From an optimization exercise on the open Yosys and OpenROAD flow, aimed at a short achievable clock period and few clock cycles; shortcuts taken in it are not production practice.
Where RTL was checked, it was by simulation tests only, not by an equivalence proof against the original.
Function not checked in runs 2 to 4: the RTL went through the layout flow alone.
Power and IR drop assume default switching activity.

[design.v]
module anc_gump2w334 (
    input  wire        clk,
    input  wire        rst,
    input  wire        in_valid,
    output wire        in_ready,
    input  wire [31:0] in_data,
    output wire        out_valid,
    input  wire        out_ready,
    output wire [31:0] out_data,
    output wire        out_two
);
    localparam integer D  = 256;   
    localparam integer CW = 10;    
    localparam [1:0] K_H1 = 2'd0, K_3FF = 2'd1, K_PAR = 2'd2, K_CS = 2'd3;
    integer i, k, e;
    reg  [31:0] ib;
    reg         ibv;
    reg         rdy;
    assign in_ready = rdy;
    wire        acc_in = in_valid & rdy;
    always @(posedge clk) begin
        ib <= in_data;
        if (rst) ibv <= 1'b0;
        else     ibv <= acc_in;
    end
    reg  [7:0] fb    [0:3];    
    reg        fpar  [0:3];    
    reg        fff   [0:3];    
    reg        fdig  [0:3];    
    reg        fz    [0:3];    
    reg        fe1   [0:3];    
    reg        fe2   [0:3];    
    reg  [8:0] frem  [0:3];
    reg        fcont [0:3];    
    reg        fr1 [0:3], fr2 [0:3], fr3 [0:3], fr4 [0:3], frg [0:3];
    reg  [7:0] fpf1, fpf2, fpf3;     
    reg  [7:0] fsf0, fsf1, fsf2;     
    reg        fv;
    reg  [7:0] ub [0:3];
    reg  [9:0] ur;
    always @(posedge clk) begin
        for (i = 0; i < 4; i = i + 1) ub[i] = ib[8*i +: 8];
        for (i = 0; i < 4; i = i + 1) begin
            fb[i]   <= ub[i];
            fpar[i] <= ^ub[i];
            fff[i]  <= &ub[i];
            fdig[i] <= ub[i][7] & ~ub[i][6];
            fz[i]   <= (ub[i] == 8'd0);
            fe1[i]  <= (ub[i] == 8'd1);
            fe2[i]  <= (ub[i] == 8'd2);
            ur       = {2'b00, ub[i]} + i - 2;
            frem[i] <= ur[8:0];
            fcont[i] <= !ur[9] && (ur != 10'd0);
            fr1[i]  <= (ur == 10'd1);
            fr2[i]  <= (ur == 10'd2);
            fr3[i]  <= (ur == 10'd3);
            fr4[i]  <= (ur == 10'd4);
            frg[i]  <= !ur[9] && (ur > 10'd4);
        end
        fpf1 <= ub[0];
        fpf2 <= ub[0] + ub[1];
        fpf3 <= ub[0] + ub[1] + ub[2];
        fsf0 <= ub[0] + ub[1] + ub[2] + ub[3];
        fsf1 <= ub[1] + ub[2] + ub[3];
        fsf2 <= ub[2] + ub[3];
        if (rst) fv <= 1'b0;
        else     fv <= ibv;
    end
    reg        st_out, st_body;
    reg  [5:1] h;
    reg  [8:0] rem;
    reg        r1, r2, r3, r4, rg;
    reg        dig;
    reg        o_h1 [0:3], o_h2 [0:3], o_sum [0:3], o_cs [0:3], o_out [0:3];
    reg        mk  [0:3];
    reg        n_h1 [0:3], n_h2 [0:3], n_did [0:3];
    reg        seen, any_mk;
    reg        dig_old, dig_new;
    reg        ge [0:3][1:3];       
    reg        eq [0:3][0:2];       
    reg        st_out_n, st_body_n;
    reg  [5:1] h_n;
    reg  [8:0] rem_n;
    reg        r1_n, r2_n, r3_n, r4_n, rg_n;
    reg        dig_n;
    reg        cont;
    reg  [7:0] msum, nacc, pre;
    reg  [1:0] kind [0:3];
    reg        emit [0:3];
    reg        hc;                  
    integer    p, kk, dd;
    always @(*) begin
        for (k = 0; k < 4; k = k + 1) begin
            eq[k][0] = fz[k];
            eq[k][1] = fe1[k];
            eq[k][2] = fe2[k];
            ge[k][1] = ~fz[k];
            ge[k][2] = ~fz[k] & ~fe1[k];
            ge[k][3] = ~fz[k] & ~fe1[k] & ~fe2[k];
        end
        for (i = 0; i < 4; i = i + 1) begin
            o_h1[i]  = 1'b0; o_h2[i] = 1'b0; o_sum[i] = 1'b0; o_cs[i] = 1'b0;
            o_out[i] = st_out;
            for (p = 1; p <= 5; p = p + 1) begin
                if (p + i == 1)      o_h1[i]  = o_h1[i]  | h[p];
                else if (p + i == 2) o_h2[i]  = o_h2[i]  | h[p];
                else if (p + i <= 5) o_sum[i] = o_sum[i] | h[p];
                else begin
                    kk = 5 - p;           
                    dd = i - kk;          
                    o_sum[i] = o_sum[i] | (h[p] & ge[kk][dd]);
                    o_cs[i]  = o_cs[i]  | (h[p] & eq[kk][dd-1]);
                    if (dd >= 2)
                        o_out[i] = o_out[i] | (h[p] & ~ge[kk][dd-1]);
                end
            end
        end
        o_sum[0] = o_sum[0] | (st_body & ~r1);
        o_sum[1] = o_sum[1] | (st_body & ~r1 & ~r2);
        o_sum[2] = o_sum[2] | (st_body & (r4 | rg));
        o_sum[3] = o_sum[3] | (st_body & rg);
        o_cs[0]  = o_cs[0]  | (st_body & r1);
        o_cs[1]  = o_cs[1]  | (st_body & r2);
        o_cs[2]  = o_cs[2]  | (st_body & r3);
        o_cs[3]  = o_cs[3]  | (st_body & r4);
        o_out[1] = o_out[1] | (st_body & r1);
        o_out[2] = o_out[2] | (st_body & (r1 | r2));
        o_out[3] = o_out[3] | (st_body & (r1 | r2 | r3));
        dig_old = h[1] ? fdig[0] : dig;
        seen = 1'b0;
        for (i = 0; i < 4; i = i + 1) begin
            mk[i] = o_out[i] & fff[i] & ~seen;
            seen  = seen | (o_out[i] & fff[i]);
        end
        any_mk = seen;
        n_h1[0] = 1'b0; n_h2[0] = 1'b0; n_h2[1] = 1'b0;
        n_did[0] = 1'b0; n_did[1] = 1'b0; n_did[2] = 1'b0;
        for (i = 1; i < 4; i = i + 1) n_h1[i] = mk[i-1];
        for (i = 2; i < 4; i = i + 1) n_h2[i] = mk[i-2];
        n_did[3] = mk[0];
        dig_new = (mk[0] & fdig[1]) | (mk[1] & fdig[2]) | (mk[2] & fdig[3]);
        for (i = 0; i < 4; i = i + 1) begin
            if (o_h1[i] | n_h1[i])       kind[i] = K_H1;
            else if (o_h2[i] | n_h2[i])  kind[i] = K_3FF;
            else if (o_cs[i])            kind[i] = K_CS;
            else                         kind[i] = K_PAR;
            emit[i] = ((o_h1[i] | o_h2[i] | o_sum[i] | o_cs[i]) & dig_old) |
                      ((n_h1[i] | n_h2[i] | n_did[i]) & dig_new);
        end
        pre  = o_cs[1] ? fpf1 : o_cs[2] ? fpf2 : o_cs[3] ? fpf3 : 8'd0;
        msum = h[1] ? fsf2 : h[2] ? fsf1 : fsf0;
        nacc = mk[0] ? fb[3] : 8'd0;
        hc = (h[2] & fcont[3]) | (h[3] & fcont[2]) | (h[4] & fcont[1]) | (h[5] & fcont[0]);
        cont = (st_body & rg) | h[1] | hc;
        st_out_n  = ~any_mk & ~cont;
        st_body_n = ~any_mk & ((st_body & rg) | hc);
        h_n       = 5'd0;
        if (any_mk) begin
            h_n[4] = mk[0];
            h_n[3] = mk[1];
            h_n[2] = mk[2];
            h_n[1] = mk[3];
        end else begin
            h_n[5] = h[1];
        end
        if (st_body) begin
            rem_n = {rem[8:2] - 7'd1, rem[1:0]};
            r1_n  = (rem == 9'd5);
            r2_n  = (rem == 9'd6);
            r3_n  = (rem == 9'd7);
            r4_n  = (rem == 9'd8);
            rg_n  = (rem > 9'd8);
        end else begin
            rem_n = h[2] ? frem[3] : h[3] ? frem[2] : h[4] ? frem[1] : frem[0];
            r1_n  = h[2] ? fr1[3]  : h[3] ? fr1[2]  : h[4] ? fr1[1]  : fr1[0];
            r2_n  = h[2] ? fr2[3]  : h[3] ? fr2[2]  : h[4] ? fr2[1]  : fr2[0];
            r3_n  = h[2] ? fr3[3]  : h[3] ? fr3[2]  : h[4] ? fr3[1]  : fr3[0];
            r4_n  = h[2] ? fr4[3]  : h[3] ? fr4[2]  : h[4] ? fr4[1]  : fr4[0];
            rg_n  = h[2] ? frg[3]  : h[3] ? frg[2]  : h[4] ? frg[1]  : frg[0];
        end
        dig_n = (any_mk & ~mk[3]) ? dig_new : dig_old;
    end
    reg        s2v;
    reg  [7:0] s2b  [0:3];
    reg        s2p  [0:3];
    reg  [1:0] s2k  [0:3];
    reg  [1:0] s2c  [0:3];      
    reg        s2cont;
    reg  [7:0] s2msum, s2nacc, s2pre;
    always @(posedge clk) begin
        for (i = 0; i < 4; i = i + 1) begin
            s2b[i] <= fb[i];
            s2p[i] <= fpar[i];
            s2k[i] <= kind[i];
        end
        s2msum <= msum;
        s2nacc <= nacc;
        s2pre  <= pre;
        s2cont <= cont;
        if (rst) begin
            st_out  <= 1'b1;
            st_body <= 1'b0;
            h       <= 5'd0;
            s2v     <= 1'b0;
            for (i = 0; i < 4; i = i + 1) s2c[i] <= 2'd0;
        end else begin
            s2v <= fv;
            if (fv) begin
                st_out  <= st_out_n;
                st_body <= st_body_n;
                h       <= h_n;
                rem     <= rem_n;
                r1 <= r1_n; r2 <= r2_n; r3 <= r3_n; r4 <= r4_n; rg <= rg_n;
                dig     <= dig_n;
            end
            for (i = 0; i < 4; i = i + 1)
                s2c[i] <= (fv & emit[i]) ? ((kind[i] == K_H1) ? 2'd2 : 2'd1) : 2'd0;
        end
    end
    reg  [7:0] acc;
    reg  [7:0] csv;
    reg        csp;
    reg  [9:0] s3w [0:3];
    reg  [1:0] s3c [0:3];
    reg  [2:0] s3n;             
    always @(*) begin
        csv = acc + s2pre;
        csp = ^csv;
    end
    always @(posedge clk) begin
        for (i = 0; i < 4; i = i + 1) begin
            case (s2k[i])
                K_H1:    s3w[i] <= 10'h000;
                K_3FF:   s3w[i] <= 10'h3FF;
                K_PAR:   s3w[i] <= {~s2p[i], s2p[i], s2b[i]};
                default: s3w[i] <= {~csp, csp, csv};
            endcase
        end
        if (s2v) acc <= s2cont ? acc + s2msum : s2nacc;
        if (rst) begin
            for (i = 0; i < 4; i = i + 1) s3c[i] <= 2'd0;
            s3n <= 3'd0;
        end else begin
            for (i = 0; i < 4; i = i + 1) s3c[i] <= s2c[i];
            s3n <= s2c[0] + s2c[1] + s2c[2] + s2c[3];
        end
    end
    reg  [2:0] P [0:3];
    reg  [9:0] slot_n [0:4];
    reg  [9:0] slot   [0:4];
    reg  [2:0] nw4;
    always @(*) begin
        P[0] = 3'd0;
        for (i = 1; i < 4; i = i + 1) P[i] = P[i-1] + {1'b0, s3c[i-1]};
        for (k = 0; k < 5; k = k + 1) begin
            slot_n[k] = 10'h000;
            for (i = 0; i < 4; i = i + 1) begin
                if (s3c[i] != 2'd0 && P[i] == k)        slot_n[k] = slot_n[k] | s3w[i];
                if (s3c[i] == 2'd2 && P[i] + 3'd1 == k) slot_n[k] = slot_n[k] | 10'h3FF;
            end
        end
    end
    always @(posedge clk) begin
        for (k = 0; k < 5; k = k + 1) slot[k] <= slot_n[k];
        if (rst) nw4 <= 3'd0;
        else     nw4 <= s3n;
    end
    localparam integer NB = 8;         
    localparam integer DB = D / NB;    
    reg  [9:0]    mem [0:NB-1][0:DB-1];
    reg  [DB-1:0] wp  [0:NB-1];        
    reg  [DB-1:0] rp  [0:NB-1];        
    reg  [NB-1:0] wr8, rd8;            
    reg  [CW-1:0] count;               
    reg  [CW-1:0] q;                   
    reg           ovalid, otwo;
    reg  [9:0]    od0, od1;
    assign out_valid = ovalid;
    assign out_two   = otwo;
    assign out_data  = {6'b0, od1, 6'b0, od0};
    wire         xfer = ovalid & out_ready;
    wire [1:0]   sent = xfer ? (otwo ? 2'd2 : 2'd1) : 2'd0;
    reg  [9:0]    bwd [0:NB-1];
    reg           bwe [0:NB-1];
    reg  [9:0]    bhd [0:NB-1];
    reg  [9:0]    hw [0:3];            
    always @(*) begin
        for (e = 0; e < NB; e = e + 1) begin
            bwd[e] = 10'h000;
            bwe[e] = 1'b0;
            for (k = 0; k < 5; k = k + 1)
                if (wr8[(e + NB - k) % NB] && nw4 > k) begin
                    bwd[e] = bwd[e] | slot[k];
                    bwe[e] = 1'b1;
                end
            bhd[e] = 10'h000;
            for (k = 0; k < DB; k = k + 1)
                if (rp[e][k]) bhd[e] = bhd[e] | mem[e][k];
        end
        for (k = 0; k < 4; k = k + 1) begin
            hw[k] = 10'h000;
            for (e = 0; e < NB; e = e + 1)
                if (rd8[(e + NB - k) % NB]) hw[k] = hw[k] | bhd[e];
        end
    end
    always @(posedge clk) begin
        for (e = 0; e < NB; e = e + 1)
            for (k = 0; k < DB; k = k + 1)
                if (bwe[e] && wp[e][k]) mem[e][k] <= bwd[e];
    end
    reg  [2:0]    s3rf;                
    reg  [3:0]    dec;
    wire [CW-1:0] qd   = q - dec;
    wire [CW-1:0] qd5  = q + 4'd5 - dec;
    wire          rdy0 = (q <= D - 5);
    wire          rdy1 = (q <= D - 10);
    reg  [NB-1:0] bpop1, bpop2;
    always @(*)
        for (e = 0; e < NB; e = e + 1) begin
            bpop1[e] = rd8[e];
            bpop2[e] = rd8[e] | rd8[(e + NB - 1) % NB];
        end
    wire c1 = (count >= 1), c2 = (count >= 2), c3 = (count >= 3), c4 = (count >= 4);
    wire [CW-1:0] cnt_0 = count + nw4;
    wire [CW-1:0] cnt_1 = count + nw4 - 1'b1;
    wire [CW-1:0] cnt_2 = count + nw4 - 2'd2;
    reg rst_q;
    always @(posedge clk) rst_q <= rst;
    always @(posedge clk) begin
        if (rst_q) begin
            wr8 <= {{(NB-1){1'b0}}, 1'b1};
            rd8 <= {{(NB-1){1'b0}}, 1'b1};
            for (e = 0; e < NB; e = e + 1) begin
                wp[e] <= {{(DB-1){1'b0}}, 1'b1};
                rp[e] <= {{(DB-1){1'b0}}, 1'b1};
            end
        end else begin
            wr8 <= (wr8 << nw4) | (wr8 >> (NB - nw4));
            for (e = 0; e < NB; e = e + 1)
                if (bwe[e]) wp[e] <= {wp[e][DB-2:0], wp[e][DB-1]};
            if (xfer && !otwo) begin
                rd8 <= {rd8[NB-2:0], rd8[NB-1]};
                for (e = 0; e < NB; e = e + 1)
                    if (bpop1[e]) rp[e] <= {rp[e][DB-2:0], rp[e][DB-1]};
            end else if (xfer) begin
                rd8 <= {rd8[NB-3:0], rd8[NB-1:NB-2]};
                for (e = 0; e < NB; e = e + 1)
                    if (bpop2[e]) rp[e] <= {rp[e][DB-2:0], rp[e][DB-1]};
            end
        end
    end
    always @(posedge clk) begin
        if (!xfer) begin
            od0 <= hw[0];
            od1 <= hw[1];
        end else if (!otwo) begin
            od0 <= hw[1];
            od1 <= hw[2];
        end else begin
            od0 <= hw[2];
            od1 <= hw[3];
        end
        if (rst) begin
            rdy    <= 1'b1;
            q      <= {CW{1'b0}};
            dec    <= 4'd0;
            s3rf   <= 3'd0;
            count  <= {CW{1'b0}};
            ovalid <= 1'b0;
            otwo   <= 1'b0;
        end else begin
            rdy   <= acc_in ? rdy1 : rdy0;
            q     <= acc_in ? qd5 : qd;
            s3rf  <= s2v ? 3'd5 - (s2c[0] + s2c[1] + s2c[2] + s2c[3]) : 3'd0;
            dec   <= s3rf + sent;
            if (!xfer) begin
                count  <= cnt_0;
                ovalid <= c1;
                otwo   <= c2;
            end else if (!otwo) begin
                count  <= cnt_1;
                ovalid <= c2;
                otwo   <= c3;
            end else begin
                count  <= cnt_2;
                ovalid <= c3;
                otwo   <= c4;
            end
        end
    end
endmodule
[flow/run.sh]
#!/bin/bash
# The standard layout (standard.sh: standard synthesis, floorplan, power
# grid, placement, CTS, routing), with these settings changed:
#  - timing repair aims well below the clock period (setup margin 6.8 ns),
#  - synthesis maps for speed at a 3 ns target,
#  - strong port buffers,
#  - a denser core,
#  - a clock tree of clkbuf_16 with larger sink clusters and balanced levels.
# ORFS writes each step's full log under orfs/logs; make's own output goes to flow.log.
set -euo pipefail
bash standard.sh \
  SETUP_SLACK_MARGIN=6.8 \
  TNS_END_PERCENT=100 \
  ABC_CLOCK_PERIOD_IN_PS=3000 \
  CORE_UTILIZATION=50 \
  "BUFFER_PORTS_ARGS=-buffer_cell sky130_fd_sc_hd__buf_4" \
  "CTS_ARGS=-sink_clustering_enable -repair_clock_nets -sink_clustering_size 25 -sink_clustering_max_diameter 80 -buf_list sky130_fd_sc_hd__clkbuf_16 -balance_levels" \
  finish > flow.log 2>&1
[standard.sh]
#!/bin/bash
# synth_recipe.tcl (not shown) runs the flow's synth.tcl, then flattens the netlist and writes it again
# the make line also repeats each setting of config.mk as NAME=value (left out here)
make -C /OpenROAD-flow-scripts/flow DESIGN_CONFIG=/design/flow/config.mk WORK_HOME=/design/flow/orfs CLKGATE_MAP_FILE= SYNTH_SCRIPT=/design/flow/synth_recipe.tcl "${@:-finish}"
[config.mk]
export PLATFORM = sky130hd
export DESIGN_NAME = anc_gump2w334
export DESIGN_NICKNAME = anc_gump2w334
export VERILOG_FILES = /design/flow/design.v
export SDC_FILE = /design/flow/constraint.sdc
export NUM_CORES = 4
export LEC_CHECK = 0
export CAP_MARGIN = 20
export CORE_MARGIN = 2
export CORE_UTILIZATION = 40
export SLEW_MARGIN = 20
[constraint.sdc]
create_clock -name core_clock -period 10.0 [get_ports {clk}]
set_input_delay 2.0000 -clock core_clock [delete_from_list [all_inputs] [get_ports {clk}]]
set_output_delay 2.0000 -clock core_clock [all_outputs]
set_load 0.01 [all_outputs]
==> metrics.csv, run 1 <==
stage,metric,value,unit
synth,Area contributors post-synth,"edfxtp_1 (59%), dfxtp_1 (14%), a22oi_1 (7.7%), nand2_1 (3.6%), a21oi_1 (2.6%)",
global_route,GRT Overall Usage,0.3491,
critical_path,Critical Path RT,8.00,ns
floorplanning,Core Rows,188,
clock_tree,Root Driver,clkbuf_16,
synth,most frequent cells after synthesis,"edfxtp_1 (2583), a22oi_1 (1346), nand2_1 (1249), dfxtp_1 (941), a21oi_1 (691)",
route,"antenna viol nets, final",0,
clock_tree,CTS tree,yes,
clock_tree,htree depth,4,
route,via count,87880,
critical_path,critical path type,flop to output port,
synth,Synth Warn #,45,
critical_path,Crit path arrival time,1.43,ns
synth,Syn Inst Count,9604,
floorplanning,Core Area,262300,um2
synth,#FFs+latches synth,3524,
global_route,largest net degree at the start of global routing,148,
synth,Post-synth ARST share,0,
synth,cell accounting for the most synthesized area,edfxtp_1,
place,HPWL after detailed placement,315800,um
synth,Mapped Area,131800,um2
floorplanning,Top Ports,71,
synth,register area share after synthesis,0.7313,
synth,Mapped Avg Cell Area,13.73,um2
power,pwr dens,182.2,nW/um2
layout,Filler Cells Inserted,21180,
sta,Slew HR,0.2240,
critical_path,CP peak stage delay,0.45,ns
floorplanning,initial core utilization,0.5026,
synth,number of flops mapped to enable cells by yosys,2583,
critical_path,crit start category,flop,
synth,Post-synth top flop,edfxtp_1,
critical_path,Buf/Inv on CP,1,
synth,Yosys cell types,80,
power,total power,26.02,mW
critical_path,worst path cell trace,buf_6,
critical_path,CP top delay family,flip-flops,
power,leak pwr,44.46,nW
floorplanning,chip height,517.5,um
route,Avg Vias per Cell,6.729,
route,WL per Instance,36.54,um
sta,Final setup viols,0,
route,WL final,477200,um
place,GPL Wtd Cong,1.045,
sta,RSZ-0062 raised after global routing,true,
route,Residual DRC,0,
clock_tree,CTS Hold Bufs,0,
global_route,vias in the first global route,80750,
clock_tree,CTS max path bufs,3,
synth,Synth top area share,0.5884,
layout,layout cells sized above 1,0.08174,
clock_tree,clock latency (worst-skew pair),0.88,ns
critical_path,Crit. End Element,output port,
power,VDD IR max,0.1783,mV
sta,Max Slew Vio Count,0,
synth,most frequent cell after synthesis,edfxtp_1,
route,drt first pass iters,10,
layout,Area Overhead vs Synth,8.312,%
global_route,first-pass GRT wire length,653700,um
sta,FMAX,0.2913,GHz
critical_path,highest-delay cell along the critical path,dfxtp_4,
floorplanning,die area,267800,um2
clock_tree,clk sink count,3524,
sta,Worst Tran Pin Value,1.164,ns
sta,setup TNS,0,ns
global_route,GRT Residual Overflow,0,
floorplanning,die width,517.5,um
layout,Final Net Count,9600,
route,initial DRC count,15790,
flow_run,max cap viols,0,
sta,Final Critical Period,3.433,ns
global_route,initial antenna violation count,11,
sta,final hold vios,0,
clock_tree,CTS Buf Count,173,
worst_hold_path,Hold Path Class,flop to flop,
status,outcome,no timing/DRC/antenna violations,
sta,clock skew,0.05901,ns
critical_path,CP Max Fanout,1,
place,port bufs,58,
sta,period utilization,0.3433,
clock_tree,"CTS clk-pin slew, worst paths",0.10,ns
[final timing paths]
path	startpoint	endpoint	slack, ns	cells past startpoint
worst max-delay path	od1[7]$_DFF_P_	out_data[23]	6.57	1
worst min-delay path	fpar[2]$_DFF_P_	s2p[2]$_DFF_P_	0.35	0
worst max register to register	ib[0]$_DFF_P_	fsf0[7]$_DFF_P_	6.80	14
worst min register to register	fpar[2]$_DFF_P_	s2p[2]$_DFF_P_	0.35	0
[cell type report]
type	count	area, um2	share of cell area
clock buffers	183	4579	0.03207
clock inverters	136	915.9	0.006414
multi-input cells	5092	32790	0.2296
diodes	3	7.507	0.00005258
flip-flops and latches	3524	96500	0.6758
repair buffers	230	1913	0.01340
inverters	377	1682	0.01178
well taps	3515	4398	0.03080
[per-stage QoR]
stage	instances	utilization	setup WS [ns]	hold slack (ns)	cell area [um2]
2_1_floorplan	9615	-	6.752	0.3096	131900
3_3_place_gp	12700	0.5167	5.860	0.3136	135500
3_5_place_dp	12700	0.5167	5.824	0.3261	135500
4_1_cts	13040	0.5416	6.528	0.3492	142000
5_1_grt	13060	0.5444	6.521	0.3541	142800
6_report	13060	0.5444	6.567	0.3456	142800
[logic make-up (layout without fill, tap and decap cells)]
kind of cell / Yosys count / count (layout) / share of synthesized area
DFF: 3524 / 3524 / 0.7313
AOI/OAI and AO/OA: 2516 / 2516 / 0.1326
and+or+nand+nor: 2204 / 2210 / 0.07575
buffers and inverters: 1005 / 926 / 0.02978
adders and majority gates: 166 / 166 / 0.01706
xor gates and xnor gates: 126 / 126 / 0.008732
muxes: 62 / 62 / 0.004802
other: 1 / 15 / 0.00002845
[placed cells by master (no fill, tap or decap), types with 42 or more instances in the layout]
| cell | count |
|---|---|
| edfxtp_1 | 2583 |
| a22oi_1 | 1343 |
| nand2_1 | 1240 |
| dfxtp_1 | 902 |
| a21oi_1 | 684 |
| inv_1 | 390 |
| nand4_1 | 250 |
| buf_4 | 199 |
| nor2_1 | 193 |
| nand3_1 | 192 |
| clkbuf_16 | 183 |
| ha_1 | 138 |
| a221oi_1 | 118 |
| a22o_1 | 104 |
| xnor2_1 | 82 |
| clkinvlp_4 | 72 |
| mux2i_1 | 52 |
| o21ai_0 | 47 |
| a222oi_1 | 42 |
[per-layer routing]
| metal | global-route usage | up-vias | share of wire |
|---|---|---|---|
| li1 | - | 35940 | - |
| met1 | 0.4874 | 43870 | 0.38 |
| met2 | 0.5304 | 6931 | 0.44 |
| met3 | 0.07167 | 1126 | 0.12 |
| met4 | 0.1537 | 10 | 0.055 |
| met5 | 0 | - | 0.00014 |
[power by group]
group,total [mW],switching (mW),internal (mW)
clock network,8.24,4.74,3.50
logic,1.77,1.05,0.718
registers,16.0,0.298,15.7
total,26.0,6.09,19.9
[flip-flops by register name, summed over array words and instances, names as in the netlist, 10 cells and up]
| signal | cells |
|---|---|
| mem | 2560 |
| rp | 256 |
| wp | 256 |
| slot | 50 |
| s3w | 40 |
| frem | 34 |
| ib | 32 |
| s2b | 32 |
| fb | 16 |
| count | 10 |
| od0 | 10 |
| od1 | 10 |
| q | 10 |
[repair_timing]
| action | in CTS | in global routing |
|---|---|---|
| endpoints found under the setup margin | 5460 | 2995 |
| gates cloned | 6 | 0 |
| setup buffers | 14 | 16 |
| resized for setup | 234 | 132 |
| pin swaps | 27 | 30 |
Testbench counts, summed over its fixed seeds: cycles 12,821.
==> inputs of run 2 (changes only) <==
--- a/design.v
+++ b/design.v
@@ -269,5 +269,6 @@
     localparam integer DB = D / NB;    
+    localparam integer AW = $clog2(DB);
     reg  [9:0]    mem [0:NB-1][0:DB-1];
     reg  [DB-1:0] wp  [0:NB-1];        
-    reg  [DB-1:0] rp  [0:NB-1];        
+    reg  [AW-1:0] rp  [0:NB-1];        
     reg  [NB-1:0] wr8, rd8;            
@@ -275,2 +276,3 @@
     reg  [CW-1:0] q;                   
+    reg  [1:0]    popq;
     reg           ovalid, otwo;
@@ -280,4 +282,5 @@
     assign out_data  = {6'b0, od1, 6'b0, od0};
-    wire         xfer = ovalid & out_ready;
-    wire [1:0]   sent = xfer ? (otwo ? 2'd2 : 2'd1) : 2'd0;
+    wire         load  = !ovalid | out_ready;
+    wire [1:0]   avail = (count >= 2) ? 2'd2 : (count == 0) ? 2'd0 : 2'd1;
+    wire [1:0]   pop   = load ? avail : 2'd0;
     reg  [9:0]    bwd [0:NB-1];
@@ -285,3 +288,3 @@
     reg  [9:0]    bhd [0:NB-1];
-    reg  [9:0]    hw [0:3];            
+    reg  [9:0]    head0, head1;
     always @(*) begin
@@ -295,10 +298,9 @@
                 end
-            bhd[e] = 10'h000;
-            for (k = 0; k < DB; k = k + 1)
-                if (rp[e][k]) bhd[e] = bhd[e] | mem[e][k];
+            bhd[e] = mem[e][rp[e]];
         end
-        for (k = 0; k < 4; k = k + 1) begin
-            hw[k] = 10'h000;
-            for (e = 0; e < NB; e = e + 1)
-                if (rd8[(e + NB - k) % NB]) hw[k] = hw[k] | bhd[e];
+        head0 = 10'h000;
+        head1 = 10'h000;
+        for (e = 0; e < NB; e = e + 1) begin
+            if (rd8[e])                  head0 = head0 | bhd[e];
+            if (rd8[(e + NB - 1) % NB])  head1 = head1 | bhd[e];
         end
@@ -310,53 +312,7 @@
     end
-    reg  [2:0]    s3rf;                
-    reg  [3:0]    dec;
-    wire [CW-1:0] qd   = q - dec;
-    wire [CW-1:0] qd5  = q + 4'd5 - dec;
-    wire          rdy0 = (q <= D - 5);
-    wire          rdy1 = (q <= D - 10);
-    reg  [NB-1:0] bpop1, bpop2;
-    always @(*)
-        for (e = 0; e < NB; e = e + 1) begin
-            bpop1[e] = rd8[e];
-            bpop2[e] = rd8[e] | rd8[(e + NB - 1) % NB];
-        end
-    wire c1 = (count >= 1), c2 = (count >= 2), c3 = (count >= 3), c4 = (count >= 4);
-    wire [CW-1:0] cnt_0 = count + nw4;
-    wire [CW-1:0] cnt_1 = count + nw4 - 1'b1;
-    wire [CW-1:0] cnt_2 = count + nw4 - 2'd2;
-    reg rst_q;
-    always @(posedge clk) rst_q <= rst;
-    always @(posedge clk) begin
-        if (rst_q) begin
-            wr8 <= {{(NB-1){1'b0}}, 1'b1};
-            rd8 <= {{(NB-1){1'b0}}, 1'b1};
-            for (e = 0; e < NB; e = e + 1) begin
-                wp[e] <= {{(DB-1){1'b0}}, 1'b1};
-                rp[e] <= {{(DB-1){1'b0}}, 1'b1};
-            end
-        end else begin
-            wr8 <= (wr8 << nw4) | (wr8 >> (NB - nw4));
-            for (e = 0; e < NB; e = e + 1)
-                if (bwe[e]) wp[e] <= {wp[e][DB-2:0], wp[e][DB-1]};
-            if (xfer && !otwo) begin
-                rd8 <= {rd8[NB-2:0], rd8[NB-1]};
-                for (e = 0; e < NB; e = e + 1)
-                    if (bpop1[e]) rp[e] <= {rp[e][DB-2:0], rp[e][DB-1]};
-            end else if (xfer) begin
-                rd8 <= {rd8[NB-3:0], rd8[NB-1:NB-2]};
-                for (e = 0; e < NB; e = e + 1)
-                    if (bpop2[e]) rp[e] <= {rp[e][DB-2:0], rp[e][DB-1]};
-            end
-        end
-    end
+    wire [CW-1:0] qa = q - (s2v ? 3'd5 - (s2c[0] + s2c[1] + s2c[2] + s2c[3]) : 3'd0) - popq;
     always @(posedge clk) begin
-        if (!xfer) begin
-            od0 <= hw[0];
-            od1 <= hw[1];
-        end else if (!otwo) begin
-            od0 <= hw[1];
-            od1 <= hw[2];
-        end else begin
-            od0 <= hw[2];
-            od1 <= hw[3];
+        if (load) begin
+            od0 <= head0;
+            od1 <= head1;
         end
@@ -365,4 +321,9 @@
             q      <= {CW{1'b0}};
-            dec    <= 4'd0;
-            s3rf   <= 3'd0;
+            popq   <= 2'd0;
+            wr8    <= {{(NB-1){1'b0}}, 1'b1};
+            rd8    <= {{(NB-1){1'b0}}, 1'b1};
+            for (e = 0; e < NB; e = e + 1) begin
+                wp[e] <= {{(DB-1){1'b0}}, 1'b1};
+                rp[e] <= {AW{1'b0}};
+            end
             count  <= {CW{1'b0}};
@@ -371,18 +332,16 @@
         end else begin
-            rdy   <= acc_in ? rdy1 : rdy0;
-            q     <= acc_in ? qd5 : qd;
-            s3rf  <= s2v ? 3'd5 - (s2c[0] + s2c[1] + s2c[2] + s2c[3]) : 3'd0;
-            dec   <= s3rf + sent;
-            if (!xfer) begin
-                count  <= cnt_0;
-                ovalid <= c1;
-                otwo   <= c2;
-            end else if (!otwo) begin
-                count  <= cnt_1;
-                ovalid <= c2;
-                otwo   <= c3;
-            end else begin
-                count  <= cnt_2;
-                ovalid <= c3;
-                otwo   <= c4;
+            rdy   <= acc_in ? (qa <= D - 10) : (qa <= D - 5);
+            q     <= acc_in ? qa + 3'd5 : qa;
+            popq  <= pop;
+            wr8   <= (wr8 << nw4) | (wr8 >> (NB - nw4));
+            rd8   <= (rd8 << pop) | (rd8 >> (NB - pop));
+            for (e = 0; e < NB; e = e + 1) begin
+                if (bwe[e]) wp[e] <= {wp[e][DB-2:0], wp[e][DB-1]};
+                if ((pop != 2'd0 && rd8[e]) || (pop == 2'd2 && rd8[(e + NB - 1) % NB]))
+                    rp[e] <= rp[e] + 1'b1;
+            end
+            count <= count + nw4 - pop;
+            if (load) begin
+                ovalid <= (count != 0);
+                otwo   <= (count >= 2);
             end
==> run.sh (new file) <==
#!/bin/bash
# synth_recipe.tcl (not shown) runs the flow's synth.tcl, then flattens the netlist and writes it again
# the make line also repeats each setting of config.mk as NAME=value (left out here)
make -C /OpenROAD-flow-scripts/flow DESIGN_CONFIG=/design/flow/config.mk WORK_HOME=/design/flow/orfs CLKGATE_MAP_FILE= SYNTH_SCRIPT=/design/flow/synth_recipe.tcl finish
removed: flow/run.sh
removed: standard.sh
==> run 2 against run 1 <==
  * First-iteration DRC count is 22% lower
  * Routed wire length shrank 14%
  * Design area increased by 2.5%
  * Highest routed layer unchanged
==> metrics.csv, run 2 <==
stage,metric,value,unit,change
power,switching power,7.968,mW,+31%
critical_path,crit start category,primary input,,
layout,layout cells sized above 1,0.1019,,+0.02013
sta,Final setup viols,0,,unchanged
clock_tree,Root Driver,clkbuf_16,,
floorplanning,Core Rows,207,,+10%
synth,Yosys cell types,84,,+5.0%
layout,Post-Layout Cell Count,13690,,+4.8%
synth,number of flops mapped to enable cells by yosys,2603,,+0.77%
layout,max reg flops,2560,,unchanged
global_route,vias in the first global route,79710,,-1.3%
route,drt first pass iters,17,,+7
clock_tree,Post-CTS Setup Inserts,0,,-14
critical_path,CP Max Fanout,22,,+21
synth,cell accounting for the most synthesized area,edfxtp_1,,
place,HPWL after detailed placement,265500,um,-16%
clock_tree,post-CTS sizing,0,,-100%
layout,Finished Cell Area,146300,um2,+2.5%
critical_path,Critical Path RT,10.79,ns,+2.79 ns
global_route,first-pass GRT wire length,579500,um,-11%
place,port bufs,58,,unchanged
global_route,GRT Residual Overflow,0,,unchanged
sta,period utilization,0.5911,,+0.2478
global_route,met3 usage,0.04452,,-0.02715
sta,final hold vios,0,,unchanged
clock_tree,CTS max path bufs,4,,+1
synth,Synth Warn #,44,,-2.2%
worst_hold_path,Hold Path Class,flop to flop,,
clock_tree,htree depth,5,,+1
floorplanning,die area,325200,um2,+21%
power,total power,31.38,mW,+21%
synth,Post-synth top flop,edfxtp_1,,
power,VDD IR max,0.1662,mV,-6.8%
critical_path,Reg2Reg Depth,20,,+6
floorplanning,die width,570.2,um,+10%
global_route,largest net degree at the start of global routing,187,,+26%
critical_path,R2R Path End,rdy$_SDFF_PP1_,,
route,via count,83300,,-5.2%
floorplanning,Core Area,318600,um2,+21%
global_route,initial antenna violation count,14,,+3
floorplanning,initial core utilization,0.4026,,-0.1001
power,clock power share,0.408,,+0.091
worst_hold_path,worst hold path stage count,0,,unchanged
critical_path,r2r setup slk,4.74,ns,-2.06 ns
layout,Area Overhead vs Synth,14.11,%,
power,Int Power,23.41,mW,+17%
critical_path,Buf/Inv on CP,5,,+4
route,initial DRC count,12340,,-22%
sta,clock skew,0.08696,ns,+0.02794 ns
sta,Final Critical Period,5.911,ns,+2.478 ns
power,combinational share of power,0.107,,+0.039
place,Placed Instance Area,134900,um2,-0.48%
sta,RSZ-0062 raised after global routing,false,,
power,pwr dens,214.4,nW/um2,+18%
clock_tree,"CTS clk-pin slew, worst paths",0.06,ns,-0.04 ns
clock_tree,clock latency (worst-skew pair),0.97,ns,+0.09 ns
clock_tree,CTS Buf Count,347,,+100%
critical_path,critical path depth,17,,+16
critical_path,CP most frequent cell,inv_1,,
sta,Max Slew Vio Count,0,,unchanged
floorplanning,Top Ports,71,,unchanged
synth,most frequent cells after synthesis,"edfxtp_1 (2603), a22oi_1 (885), nand2_1 (779), dfxtp_1 (699), a21oi_1 (482)",,
synth,Mapped Avg Cell Area,14.22,um2,+3.6%
layout,Filler Cells Inserted,27580,,+30%
sta,Worst Tran Pin Value,1.187,ns,+0.02323 ns
critical_path,CP peak stage delay,0.75,ns,+0.30 ns
clock_tree,CTS Hold Bufs,0,,unchanged
critical_path,worst path cell trace,clkdlybuf4s50_1 > nor2b_1 > inv_1 > nand2b_1 > inv_1 > buf_4 > fa_1 > inv_1 > ha_1 > a21o_1 > a21oi_1 > nor2b_1 > o21ai_0 > a21oi_1 > a221oi_1 > xnor2_1 > nor2_1,,
clock_tree,clk sink count,3302,,-6.3%
power,leak pwr,51.20,nW,+15%
floorplanning,chip height,570.2,um,+10%
critical_path,Crit. End Element,flop,,
synth,Post-synth ARST share,0,,unchanged
layout,Biggest register,mem,,
route,WL per Instance,29.83,um,-18%
sta,setup TNS,0,ns,unchanged
synth,#FFs+latches synth,3302,,-6.3%
synth,register area share after synthesis,0.7186,,-0.01267
worst_hold_path,Hold EP,s2p[3]$_DFF_P_,,
flow_run,max cap viols,0,,unchanged
layout,area of the multi-input gates,32940,um2,+0.47%
critical_path,critical path type,primary input to flop,,
status,outcome,no timing/DRC/antenna violations,,
route,"antenna viol nets, final",0,,unchanged
critical_path,highest-delay cell along the critical path,inv_1,,
synth,Synth top area share,0.6095,,+0.02112
sta,Slew HR,0.2024,,-0.02158
layout,Final Util,0.4594,,-0.08504
synth,Area contributors post-synth,"edfxtp_1 (61%), dfxtp_1 (11%), a22oi_1 (5.2%), nand2_1 (2.3%), ha_1 (2.0%)",,
route,Avg Vias per Cell,6.086,,-9.5%
layout,register area,92160,um2,-4.5%
global_route,met2 usage,0.3873,,-0.1432
sta,FMAX,0.1692,GHz,-42%
layout,Final Net Count,9478,,-1.3%
route,Residual DRC,0,,unchanged
critical_path,Crit path arrival time,6.70,ns,+5.27 ns
global_route,GRT Overall Usage,0.2443,,-0.1048
global_route,M1 GR Usage,0.3357,,-0.1517
global_route,GR peak layer,met2,,
place,placed insts,13030,,+2.6%
synth,most frequent cell after synthesis,edfxtp_1,,
route,WL final,408200,um,-14%
layout,"commonest non-fill, non-tap cell in the layout",edfxtp_1,,
layout,largest registers,"mem: 2560 flops, wp: 256 flops, slot: 50 flops",,
synth,Syn Inst Count,9019,,-6.1%
power,Sw Share,0.2539,,+0.01984
power,Reg power frac,0.485,,-0.130
clock_tree,CTS tree,yes,,
layout,most frequent cells in the layout,"edfxtp_1 (2603), a22oi_1 (885), nand2_1 (779)",,
place,GPL Wtd Cong,0.9206,,-12%
worst_hold_path,Min-Delay Startpoint,fpar[3]$_DFF_P_,,
critical_path,worst r2r src,s2c[1][1]$_SDFF_PP0_,,
synth,Mapped Area,128200,um2,-2.7%
critical_path,CP top delay family,buffers and inverters,,
run 2: power by group through the flow:
stage	Clock (mW)	Sequential, mW	Combinational, mW
floorplan	0	15.3	1.99
global placement	0	15.5	3.23
detailed placement	0	15.5	3.28
CTS	12.9	15.2	3.29
global route	13.4	15.2	3.58
finish	12.8	15.2	3.35
run 2: how the worst max path moves through the flow:
stage | start | end | slack [ns]
3_3_place_gp | out_ready | count[9]$_SDFF_PP0_ | 3.20
2_1_floorplan | out_ready | count[9]$_SDFF_PP0_ | 4.73
3_5_place_dp | out_ready | count[9]$_SDFF_PP0_ | 3.20
5_1_grt | out_ready | count[9]$_SDFF_PP0_ | 3.90
4_1_cts | out_ready | count[9]$_SDFF_PP0_ | 4.22
6_report | out_ready | count[9]$_SDFF_PP0_ | 4.09
run 2: metal layers:
layer  vias to the layer above  part of all wire
met5                         -           0.00035
met4                        14             0.039
met3                       729              0.10
met2                      4927              0.46
met1                     42110              0.40
li1                      35520                 -
run 2: logic make-up after synthesis:
group | count (synthesis) | synth area share
DFF | 3302 | 0.7186
muxes | 97 | 0.007990
xor gates and xnor gates | 129 | 0.008917
and+or+nand+nor | 2078 | 0.08447
other | 1 | 0.00002924
adders and majority gates | 236 | 0.02460
buffers and inverters | 991 | 0.03033
AOI/OAI and AO/OA | 2185 | 0.1251
run 2: area by class of cell:
class                           count  share of cell area
Clock buffer                      456             0.06492
Tap cell                         4180             0.03574
Inverter                          449             0.01152
Clock inverter                    189             0.01264
Antenna cell                        4          0.00006840
Timing Repair Buffer              369             0.02027
Sequential cell                  3302              0.6297
Multi-Input combinational cell   4737              0.2251
run 2: metrics by stage:
stage	setup WS, ns	hold slack (ns)
floorplan	4.731	0.3096
global route	3.899	0.3350
global placement	3.202	0.3164
finish	4.089	0.3258
detailed placement	3.202	0.3121
CTS	4.221	0.3285
==> inputs of run 3 (changes only) <==
--- a/design.v
+++ b/design.v
@@ -284,3 +284,2 @@
     wire [1:0]   avail = (count >= 2) ? 2'd2 : (count == 0) ? 2'd0 : 2'd1;
-    wire [1:0]   pop   = load ? avail : 2'd0;
     reg  [9:0]    bwd [0:NB-1];
@@ -312,3 +311,12 @@
     end
-    wire [CW-1:0] qa = q - (s2v ? 3'd5 - (s2c[0] + s2c[1] + s2c[2] + s2c[3]) : 3'd0) - popq;
+    wire [CW-1:0] qa   = q - (s2v ? 3'd5 - (s2c[0] + s2c[1] + s2c[2] + s2c[3]) : 3'd0) - popq;
+    wire [CW-1:0] qa5  = qa + 3'd5;
+    wire          rdy0 = (qa <= D - 5);
+    wire          rdy1 = (qa <= D - 10);
+    wire [CW-1:0] cnt_keep = count + nw4;
+    wire [CW-1:0] cnt_pop  = count + nw4 - avail;
+    reg  [NB-1:0] bpop;
+    always @(*)
+        for (e = 0; e < NB; e = e + 1)
+            bpop[e] = (avail != 2'd0 && rd8[e]) || (avail == 2'd2 && rd8[(e + NB - 1) % NB]);
     always @(posedge clk) begin
@@ -332,14 +340,13 @@
         end else begin
-            rdy   <= acc_in ? (qa <= D - 10) : (qa <= D - 5);
-            q     <= acc_in ? qa + 3'd5 : qa;
-            popq  <= pop;
+            rdy   <= acc_in ? rdy1 : rdy0;
+            q     <= acc_in ? qa5 : qa;
+            popq  <= load ? avail : 2'd0;
             wr8   <= (wr8 << nw4) | (wr8 >> (NB - nw4));
-            rd8   <= (rd8 << pop) | (rd8 >> (NB - pop));
-            for (e = 0; e < NB; e = e + 1) begin
+            for (e = 0; e < NB; e = e + 1)
                 if (bwe[e]) wp[e] <= {wp[e][DB-2:0], wp[e][DB-1]};
-                if ((pop != 2'd0 && rd8[e]) || (pop == 2'd2 && rd8[(e + NB - 1) % NB]))
-                    rp[e] <= rp[e] + 1'b1;
-            end
-            count <= count + nw4 - pop;
+            count <= load ? cnt_pop : cnt_keep;
             if (load) begin
+                rd8 <= (rd8 << avail) | (rd8 >> (NB - avail));
+                for (e = 0; e < NB; e = e + 1)
+                    if (bpop[e]) rp[e] <= rp[e] + 1'b1;
                 ovalid <= (count != 0);
==> flow/run.sh (new file) <==
#!/bin/bash
set -euo pipefail
bash standard.sh \
  SETUP_SLACK_MARGIN=6.8 \
  TNS_END_PERCENT=100 \
  ABC_CLOCK_PERIOD_IN_PS=3000 \
  "BUFFER_PORTS_ARGS=-buffer_cell sky130_fd_sc_hd__buf_4" \
  finish > flow.log 2>&1
==> standard.sh (new file) <==
#!/bin/bash
# synth_recipe.tcl (not shown) runs the flow's synth.tcl, then flattens the netlist and writes it again
# the make line also repeats each setting of config.mk as NAME=value (left out here)
make -C /OpenROAD-flow-scripts/flow DESIGN_CONFIG=/design/flow/config.mk WORK_HOME=/design/flow/orfs CLKGATE_MAP_FILE= SYNTH_SCRIPT=/design/flow/synth_recipe.tcl "${@:-finish}"
removed: run.sh
==> run 3 against run 2 <==
  * Still clean on timing, DRC and antenna
  * Synthesized cell count increased by 8.5%
  * Sequential share of layout area decreased by 6.6 points
  * Sequential power about the same
  * Combinational power increased to 2.7 times the previous value
  * Core utilization increased by 3.2 points
  * Maximum frequency increased by 23%
  * Synthesized area increased by 4.2%
  * Clock skew increased by 0.010 ns
  * Routed wire length increased by 18%
  * Clock power increased by 5%
  * Critical endpoint is now q[7]$_SDFF_PP0_
  * Largest cell class unchanged
  * Highest routed layer unchanged
==> metrics.csv, run 3 <==
stage,metric,value,unit,change
critical_path,Crit path arrival time,5.59,ns,-1.11 ns
synth,most frequent cell after synthesis,edfxtp_1,,
flow_run,max cap viols,0,,unchanged
synth,Area contributors post-synth,"edfxtp_1 (59%), dfxtp_1 (10%), a22oi_1 (3.7%), nand2_1 (2.5%), a21oi_1 (1.9%)",,
floorplanning,initial core utilization,0.4013,,-0.001265
global_route,GRT Residual Overflow,0,,unchanged
global_route,initial antenna violation count,9,,-5
synth,Post-synth top flop,edfxtp_1,,
layout,max reg flops,2560,,unchanged
global_route,first-pass GRT wire length,671500,um,+16%
synth,largest family of logic cells by synthesized area,compound AO/OA/AOI/OAI gates,,
floorplanning,die width,581.9,um,+2.0%
sta,clock skew,0.09696,ns,+0.01001 ns
power,leak pwr,52.13,nW,+1.8%
sta,FMAX,0.2084,GHz,+23%
global_route,largest net degree at the start of global routing,90,,-52%
synth,Synth Warn #,44,,unchanged
global_route,vias in the first global route,90050,,+13%
sta,Slew HR,0.2606,,+0.05819
synth,Yosys cell types,101,,+20%
synth,#FFs+latches synth,3302,,unchanged
synth,register area share after synthesis,0.6898,,-0.02876
synth,simple-gate portion of the synthesized area,0.09034,,+0.005873
route,met2 wire len,218200,um,+16%
sta,Max Slew Vio Count,0,,unchanged
power,pwr dens,230.8,nW/um2,+7.6%
route,via count,94280,,+13%
synth,Mapped Area,133600,um2,+4.2%
synth,Post-synth ARST share,0,,unchanged
layout,layout cells sized above 1,0.2286,,+0.1267
layout,largest registers,"mem: 2560 flops, wp: 256 flops, slot: 50 flops",,
worst_hold_path,Hold Path Class,flop to flop,,
sta,worst setup margin,5.201,ns,+1.112 ns
route,WL final,480100,um,+18%
layout,"commonest non-fill, non-tap cell in the layout",edfxtp_1,,
sta,RSZ-0062 raised after global routing,true,,
worst_hold_path,Min-Delay Startpoint,fpar[2]$_DFF_P_,,
critical_path,worst setup path startpoint,s2c[1][1]$_SDFF_PP0_,,
place,Placement Setup Slack,5.101,ns,+1.898 ns
place,HPWL after detailed placement,302200,um,+14%
synth,number of flops mapped to enable cells by yosys,2603,,unchanged
critical_path,R2R Path End,q[7]$_SDFF_PP0_,,
route,drt first pass iters,13,,-4
sta,Final Critical Period,4.799,ns,-1.112 ns
clock_tree,Root Driver,clkbuf_16,,
global_route,GRT Overall Usage,0.2719,,+0.02761
sta,setup TNS,0,ns,unchanged
clock_tree,CTS Hold Bufs,0,,unchanged
synth,post-synthesis adder-cell area fraction,0.02231,,-0.002296
sta,Final setup viols,0,,unchanged
sta,final hold vios,0,,unchanged
route,"antenna viol nets, final",0,,unchanged
critical_path,Critical Path RT,10.79,ns,about the same
critical_path,Crit. End Element,flop,,
route,WL met3,56420,um,+37%
critical_path,critical path type,flop to flop,,
worst_hold_path,Hold EP,s2p[2]$_DFF_P_,,
layout,Filler Cells Inserted,27620,,+0.14%
clock_tree,CTS tree,yes,,
route,initial DRC count,14490,,+17%
worst_hold_path,worst hold path stage count,0,,unchanged
synth,Syn Inst Count,9789,,+8.5%
layout,most frequent cells in the layout,"edfxtp_1 (2603), nand2_1 (837), dfxtp_1 (647)",,
sta,Worst Tran Pin Value,1.105,ns,-0.08223 ns
critical_path,Reg2Reg Depth,20,,unchanged
floorplanning,Core Area,332900,um2,+4.5%
route,highest routed metal layer,met5,,
sta,WHS,0.3271,ns,+0.001358 ns
critical_path,worst r2r src,s2c[1][1]$_SDFF_PP0_,,
clock_tree,CTS Buf Count,350,,+0.86%
clock_tree,clk sink count,3302,,unchanged
place,port bufs,58,,unchanged
floorplanning,Top Ports,71,,unchanged
critical_path,CP Max Fanout,4,,-82%
synth,Mapped Avg Cell Area,13.65,um2,-4.0%
layout,Biggest register,mem,,
place,GPL Wtd Cong,0.9421,,+2.3%
synth,Synth top area share,0.5851,,-0.02439
route,Avg Vias per Cell,6.277,,+3.1%
synth,post-synthesis mux area share,0.02452,,+0.01653
floorplanning,chip height,581.9,um,+2.0%
floorplanning,die area,338600,um2,+4.1%
clock_tree,clock latency (worst-skew pair),1.00,ns,+0.03 ns
layout,Area Overhead vs Synth,22.47,%,
clock_tree,htree depth,5,,unchanged
clock_tree,"CTS clk-pin slew, worst paths",0.06,ns,about the same
synth,Synth Area in Compound Gates,0.1289,,+0.003808
power,VDD IR max,0.1784,mV,+7.4%
floorplanning,Core Rows,212,,+2.4%
route,Residual DRC,0,,unchanged
layout,Final Net Count,10590,,+12%
status,outcome,no timing/DRC/antenna violations,,
power,total power,37.76,mW,+20%
route,WL per Instance,31.96,um,+7.2%
sta,period utilization,0.4799,,-0.1112
synth,most frequent cells after synthesis,"edfxtp_1 (2603), nand2_1 (888), dfxtp_1 (699), a22oi_1 (662), a21oi_1 (514)",,
clock_tree,CTS max path bufs,4,,unchanged
synth,xor/xnor share of the synthesized area,0.009515,,+0.0005984
synth,cell accounting for the most synthesized area,edfxtp_1,,
route,Metal-1 WL,183300,um,+12%
critical_path,r2r setup slk,5.20,ns,+0.46 ns
critical_path,crit start category,flop,,
-- run 3: worst max-delay path: stages (launching register included) --
cell and delay, ns:
dfxtp_2 0.34, inv_2 0.05, fa_1 0.55, inv_1 0.06, fa_1 0.50, inv_2 0.05
ha_4 0.26, ha_4 0.13, inv_4 0.04, fa_2 0.56, nor2b_1 0.05, ha_1 0.29
inv_2 0.08, ha_4 0.21, o211ai_1 0.19, nand2_2 0.16, xnor2_4 0.16, or4_4 0.51
nor4b_4 0.24, xor2_1 0.21, nor2_1 0.05
-- run 3: through the flow --
| stage | utilization | cells | instance area [um2] |
|---|---|---|---|
| after floorplan | - | 9800 | 133900 |
| after global placement | 0.4191 | 13860 | 139500 |
| after detailed placement | 0.4194 | 13870 | 139600 |
| after CTS | 0.4851 | 14910 | 161500 |
| after global routing | 0.4915 | 15020 | 163600 |
| final | 0.4915 | 15020 | 163600 |
-- run 3: routing by layer --
| metal | vias up | track usage |
|---|---|---|
| li1 | 39110 | - |
| met4 | 6 | 0.1069 |
| met2 | 6412 | 0.4260 |
| met5 | - | 0 |
| met1 | 47610 | 0.3677 |
| met3 | 1150 | 0.05990 |
-- run 3: cells by family (layout without fill, tap and decap cells) --
| family | after synthesis | count (layout) |
|---|---|---|
| buf+inv | 1163 | 1986 |
| other cells | 1 | 16 |
| fa+ha+maj | 222 | 222 |
| mux | 284 | 284 |
| compound gates | 2355 | 2356 |
| simple gates | 2320 | 2325 |
| xor+xnor | 142 | 142 |
| flops | 3302 | 3302 |
-- run 3: cell type report --
class                   instances  area, um2  share of cell area
diodes                          4      10.01          0.00006118
clock buffers                 447       9388             0.05738
clock inverters               203       2559             0.01564
inverters                     457       2686             0.01642
multi-input cells            5341      40470              0.2473
flip-flops and latches       3302      92310              0.5642
well taps                    4387       5489             0.03355
repair buffers                876      10680             0.06527
repair inverters                3      22.52           0.0001377
-- run 3: worst max-delay path by stage --
stage / endpoint / cells past startpoint
after floorplan: q[7]$_SDFF_PP0_ / 20
after global placement: q[7]$_SDFF_PP0_ / 20
after detailed placement: rdy$_SDFF_PP1_ / 20
after CTS: q[7]$_SDFF_PP0_ / 20
after global routing: q[7]$_SDFF_PP0_ / 20
final: q[7]$_SDFF_PP0_ / 20
-- run 3: repair_timing --
| item | 4_1_cts | 5_1_grt |
|---|---|---|
| endpoints found under the hold margin | 0 | 0 |
| resized for setup | 902 | 232 |
| pin swaps | 182 | 116 |
| buffers inserted | 375 | 93 |
| setup endpoints to repair | 3246 | 2120 |
| cloned | 19 | 14 |
-- run 3: where the power goes --
part | switching (mW) | internal, mW | total (mW)
registers | 0.331 | 15.0 | 15.3
logic | 5.55 | 3.39 | 8.94
clock network | 5.67 | 7.85 | 13.5
total | 11.6 | 26.2 | 37.8
==> inputs of run 4 (changes only) <==
--- a/design.v
+++ b/design.v
@@ -276,3 +276,2 @@
     reg  [CW-1:0] q;                   
-    reg  [1:0]    popq;
     reg           ovalid, otwo;
@@ -311,6 +310,8 @@
     end
-    wire [CW-1:0] qa   = q - (s2v ? 3'd5 - (s2c[0] + s2c[1] + s2c[2] + s2c[3]) : 3'd0) - popq;
-    wire [CW-1:0] qa5  = qa + 3'd5;
-    wire          rdy0 = (qa <= D - 5);
-    wire          rdy1 = (qa <= D - 10);
+    reg  [2:0]    s3rf;                
+    reg  [3:0]    dec;
+    wire [CW-1:0] qd   = q - dec;
+    wire [CW-1:0] qd5  = q + 4'd5 - dec;
+    wire          rdy0 = (q <= D - 5);
+    wire          rdy1 = (q <= D - 10);
     wire [CW-1:0] cnt_keep = count + nw4;
@@ -329,3 +330,4 @@
             q      <= {CW{1'b0}};
-            popq   <= 2'd0;
+            dec    <= 4'd0;
+            s3rf   <= 3'd0;
             wr8    <= {{(NB-1){1'b0}}, 1'b1};
@@ -341,4 +343,5 @@
             rdy   <= acc_in ? rdy1 : rdy0;
-            q     <= acc_in ? qa5 : qa;
-            popq  <= load ? avail : 2'd0;
+            q     <= acc_in ? qd5 : qd;
+            s3rf  <= s2v ? 3'd5 - (s2c[0] + s2c[1] + s2c[2] + s2c[3]) : 3'd0;
+            dec   <= s3rf + (load ? avail : 2'd0);
             wr8   <= (wr8 << nw4) | (wr8 >> (NB - nw4));
--- a/flow/run.sh
+++ b/flow/run.sh
@@ -6,2 +6,3 @@
   ABC_CLOCK_PERIOD_IN_PS=3000 \
+  CORE_UTILIZATION=55 \
   "BUFFER_PORTS_ARGS=-buffer_cell sky130_fd_sc_hd__buf_4" \
==> run 4 against run 3 <==
  * Still clean on timing, DRC and antenna
  * Die area decreased by 28%
  * Combinational power decreased by 14%
  * Core utilization increased by 16 points
  * Global-route usage increased by 11 points
  * Non-clock buffer count decreased by 348
  * Routed wire length decreased by 0.42%
  * Worst setup slack improved by 0.92 ns
  * Critical endpoint is now out_data[22]
  * Largest power group unchanged
  * Highest routed layer unchanged
==> metrics.csv, run 4 <==
stage,metric,value,unit,change
power,VDD IR max,0.1764,mV,-1.1%
critical_path,CP top delay family,flip-flops,,
sta,Max Slew Vio Count,0,,unchanged
layout,"commonest non-fill, non-tap cell in the layout",edfxtp_1,,
synth,register area share after synthesis,0.6987,,+0.008877
critical_path,highest-delay cell along the critical path,edfxtp_1,,
route,via count,92130,,-2.3%
floorplanning,Top Ports,71,,unchanged
critical_path,Buf/Inv on CP,1,,-4
layout,Filler Cells Inserted,17560,,-36%
clock_tree,"CTS clk-pin slew, worst paths",0.06,ns,about the same
clock_tree,clock latency (worst-skew pair),0.99,ns,about the same
clock_tree,Root Driver,clkbuf_16,,
route,Residual DRC,0,,unchanged
critical_path,Crit path arrival time,1.88,ns,-3.71 ns
synth,Synth top area share,0.5920,,+0.006886
clock_tree,CTS Buf Count,351,,+0.29%
place,HPWL after detailed placement,310400,um,+2.7%
sta,RSZ-0062 raised after global routing,true,,
worst_hold_path,Hold Path Class,flop to flop,,
synth,Post-synth top flop,edfxtp_1,,
synth,number of flops mapped to enable cells by yosys,2603,,unchanged
clock_tree,CTS max path bufs,4,,unchanged
floorplanning,die width,494.0,um,-15%
route,initial DRC count,17400,,+20%
layout,most frequent cells in the layout,"edfxtp_1 (2603), nand2_1 (953), dfxtp_1 (650)",,
layout,largest registers,"mem: 2560 flops, wp: 256 flops, slot: 50 flops",,
clock_tree,clk sink count,3307,,+0.15%
route,Avg Vias per Cell,6.965,,+11%
sta,setup TNS,0,ns,unchanged
status,outcome,no timing/DRC/antenna violations,,
flow_run,max cap viols,0,,unchanged
critical_path,worst path cell trace,buf_6,,
floorplanning,die area,244000,um2,-28%
clock_tree,htree depth,5,,unchanged
critical_path,CP peak stage delay,0.74,ns,+0.18 ns
sta,period utilization,0.3880,,-0.09190
critical_path,worst setup path startpoint,od1[6]$_DFFE_PN_,,
global_route,largest net degree at the start of global routing,81,,-10%
route,WL per Instance,36.14,um,+13%
critical_path,crit start category,flop,,
layout,Area Overhead vs Synth,16.85,%,
sta,Slew HR,0.1777,,-0.08289
synth,Yosys cell types,93,,-7.9%
global_route,vias in the first global route,85930,,-4.6%
global_route,GRT Overall Usage,0.3808,,+0.1089
power,pwr dens,232.7,nW/um2,+0.81%
global_route,initial antenna violation count,22,,+13
floorplanning,Core Area,238300,um2,-28%
synth,Post-synth ARST share,0,,unchanged
synth,Mapped Avg Cell Area,13.81,um2,+1.2%
sta,Final Critical Period,3.880,ns,-0.9190 ns
synth,most frequent cell after synthesis,edfxtp_1,,
place,port bufs,58,,unchanged
sta,Worst Tran Pin Value,1.233,ns,+0.1284 ns
floorplanning,Core Rows,179,,-16%
sta,final hold vios,0,,unchanged
synth,cell accounting for the most synthesized area,edfxtp_1,,
critical_path,Crit. End Element,output port,,
layout,Final Net Count,10030,,-5.3%
layout,max reg flops,2560,,unchanged
synth,#FFs+latches synth,3307,,+0.15%
synth,Synth Warn #,44,,unchanged
worst_hold_path,Min-Delay Startpoint,fb[1][6]$_DFF_P_,,
global_route,GRT Residual Overflow,0,,unchanged
place,GPL Wtd Cong,1.033,,+9.6%
route,"antenna viol nets, final",0,,unchanged
power,total power,35.90,mW,-4.9%
power,leak pwr,49.61,nW,-4.8%
synth,Mapped Area,132000,um2,-1.2%
synth,Syn Inst Count,9561,,-2.3%
route,WL final,478100,um,-0.42%
critical_path,CP Max Fanout,1,,-3
floorplanning,initial core utilization,0.5541,,+0.1528
synth,Area contributors post-synth,"edfxtp_1 (59%), dfxtp_1 (11%), a22oi_1 (3.2%), nand2_1 (2.7%), a222oi_1 (1.9%)",,
layout,layout cells sized above 1,0.1913,,-0.03735
sta,clock skew,0.08439,ns,-0.01257 ns
critical_path,Critical Path RT,8.00,ns,-2.79 ns
global_route,first-pass GRT wire length,660500,um,-1.6%
sta,FMAX,0.2577,GHz,+24%
synth,most frequent cells after synthesis,"edfxtp_1 (2603), nand2_1 (963), dfxtp_1 (704), a22oi_1 (568), clkbuf_1 (493)",,
sta,Final setup viols,0,,unchanged
layout,area of the multi-input gates,39120,um2,-3.3%
layout,Biggest register,mem,,
critical_path,worst r2r src,rp[6][1]$_SDFFE_PP0P_,,
critical_path,critical path type,flop to output port,,
floorplanning,chip height,494.0,um,-15%
route,drt first pass iters,15,,+2
layout,register area,92400,um2,+0.10%
clock_tree,CTS tree,yes,,
clock_tree,CTS Hold Bufs,0,,unchanged
run 4: cell types whose count changed in the layout (fill, tap and decap cells not counted), sizes merged, moves of 33 or more:
cell / previous run / this run
nand3: 246 / 205
nand2: 888 / 965
inv: 218 / 307
a222oi: 132 / 248
a22oi: 662 / 568
a21oi: 514 / 473
a32oi: 185 / 138
buf: 852 / 503
clkbuf: 455 / 488
clkinvlp: 272 / 141
run 4: per-stage QoR:
| step | hold slack (ns) | std cells | setup slack (ns) | cell area (um2) | util |
|---|---|---|---|---|---|
| after CTS | 0.3269 | 13140 | 6.145 | 152200 | 0.6387 |
| after floorplan | 0.3096 | 9572 | 6.548 | 132300 | - |
| after global routing | 0.3348 | 13220 | 6.151 | 154300 | 0.6474 |
| after detailed placement | 0.3121 | 12400 | 5.213 | 136400 | 0.5724 |
| final | 0.3263 | 13230 | 6.120 | 154300 | 0.6474 |
| after global placement | 0.3111 | 12400 | 5.298 | 136300 | 0.5721 |
run 4: path summary, 6_finish.rpt:
| check | end | slack, ns | depth (start not counted) |
|---|---|---|---|
| worst max-delay path | out_data[22] | 6.12 | 1 |
| worst min-delay path | s2b[1][6]$_DFF_P_ | 0.33 | 0 |
| worst max register to register | od1[1]$_DFFE_PN_ | 6.52 | 12 |
| worst min register to register | s2b[1][6]$_DFF_P_ | 0.33 | 0 |
run 4: report_power, final:
group | total, mW | internal, mW | switching [mW]
logic | 7.73 | 2.85 | 4.88
clock network | 12.8 | 7.42 | 5.36
registers | 15.4 | 15.0 | 0.433
run 4: cells by family after synthesis:
kind of cell,share of synthesized area
other,0.00002840
and+or+nand+nor,0.08982
adders and majority gates,0.02193
AOI/OAI and AO/OA,0.1238
DFF,0.6987
xor gates and xnor gates,0.009760
muxes,0.02266
buffers and inverters,0.03329
run 4: final cells by class:
| class | count | share of cell area |
|---|---|---|
| well taps | 3167 | 0.02568 |
| multi-input cells | 5154 | 0.2536 |
| clock buffers | 477 | 0.06343 |
| inverters | 435 | 0.01388 |
| clock inverters | 153 | 0.009115 |
| flip-flops and latches | 3307 | 0.5989 |
| repair buffers | 528 | 0.03529 |
| diodes | 7 | 0.0001135 |
run 4: repair_timing:
| action | CTS | global route |
|---|---|---|
| endpoints found under the setup margin | 5522 | 2029 |
| setup buffers | 91 | 71 |
| cloned | 19 | 10 |
| pin swaps | 152 | 130 |
| gates resized for setup | 755 | 246 |
run 4: routing by layer:
| layer | up-vias | track usage | wire length [um] |
|---|---|---|---|
| met5 | - | 0 | 47 |
| met4 | 6 | 0.1723 | 27380 |
| met3 | 1386 | 0.09483 | 63650 |
| met2 | 7457 | 0.5674 | 209500 |
| met1 | 45730 | 0.5301 | 177500 |
| li1 | 37560 | - | - |

[what the ideal ports hide]
Ports are ideal in the flow. The routed layouts listed here were re-timed in OpenROAD.
Step 1 sets driving cells, clkbuf_16 on the clock port and buf_2 on the other inputs (assumed; they add their load-dependent delay and slew).
Step 2 also shifts input and output timing later by t, the mid clock arrival at the registers, as if the neighbouring blocks saw the same clock.
a / b / c = no drivers / after step 1 / after step 2; a / b = the first two.
| run | shift t [ns] | setup WS [ns] | worst hold slack (ns) | worst register clock-pin slew, ns |
|---|---|---|---|---|
| run 1 | 0.945 | 6.567 / 6.469 / 6.034 | 0.346 / 0.346 / 0.346 | 0.11 / 0.11 |
| run 2 | 1.014 | 4.089 / 4.164 / 3.150 | 0.326 / 0.326 / 0.326 | 0.07 / 0.07 |
| run 3 | 1.050 | 5.201 / 5.201 / 5.201 | 0.327 / 0.327 / 0.327 | 0.08 / 0.08 |
| run 4 | 1.042 | 6.120 / 6.024 / 5.835 | 0.326 / 0.326 / 0.326 | 0.07 / 0.07 |
After both steps every run listed still meets setup and hold. For run 2, which loses most, drivers alone change the setup slack by +0.075 ns; drivers and shift together by -0.939 ns.
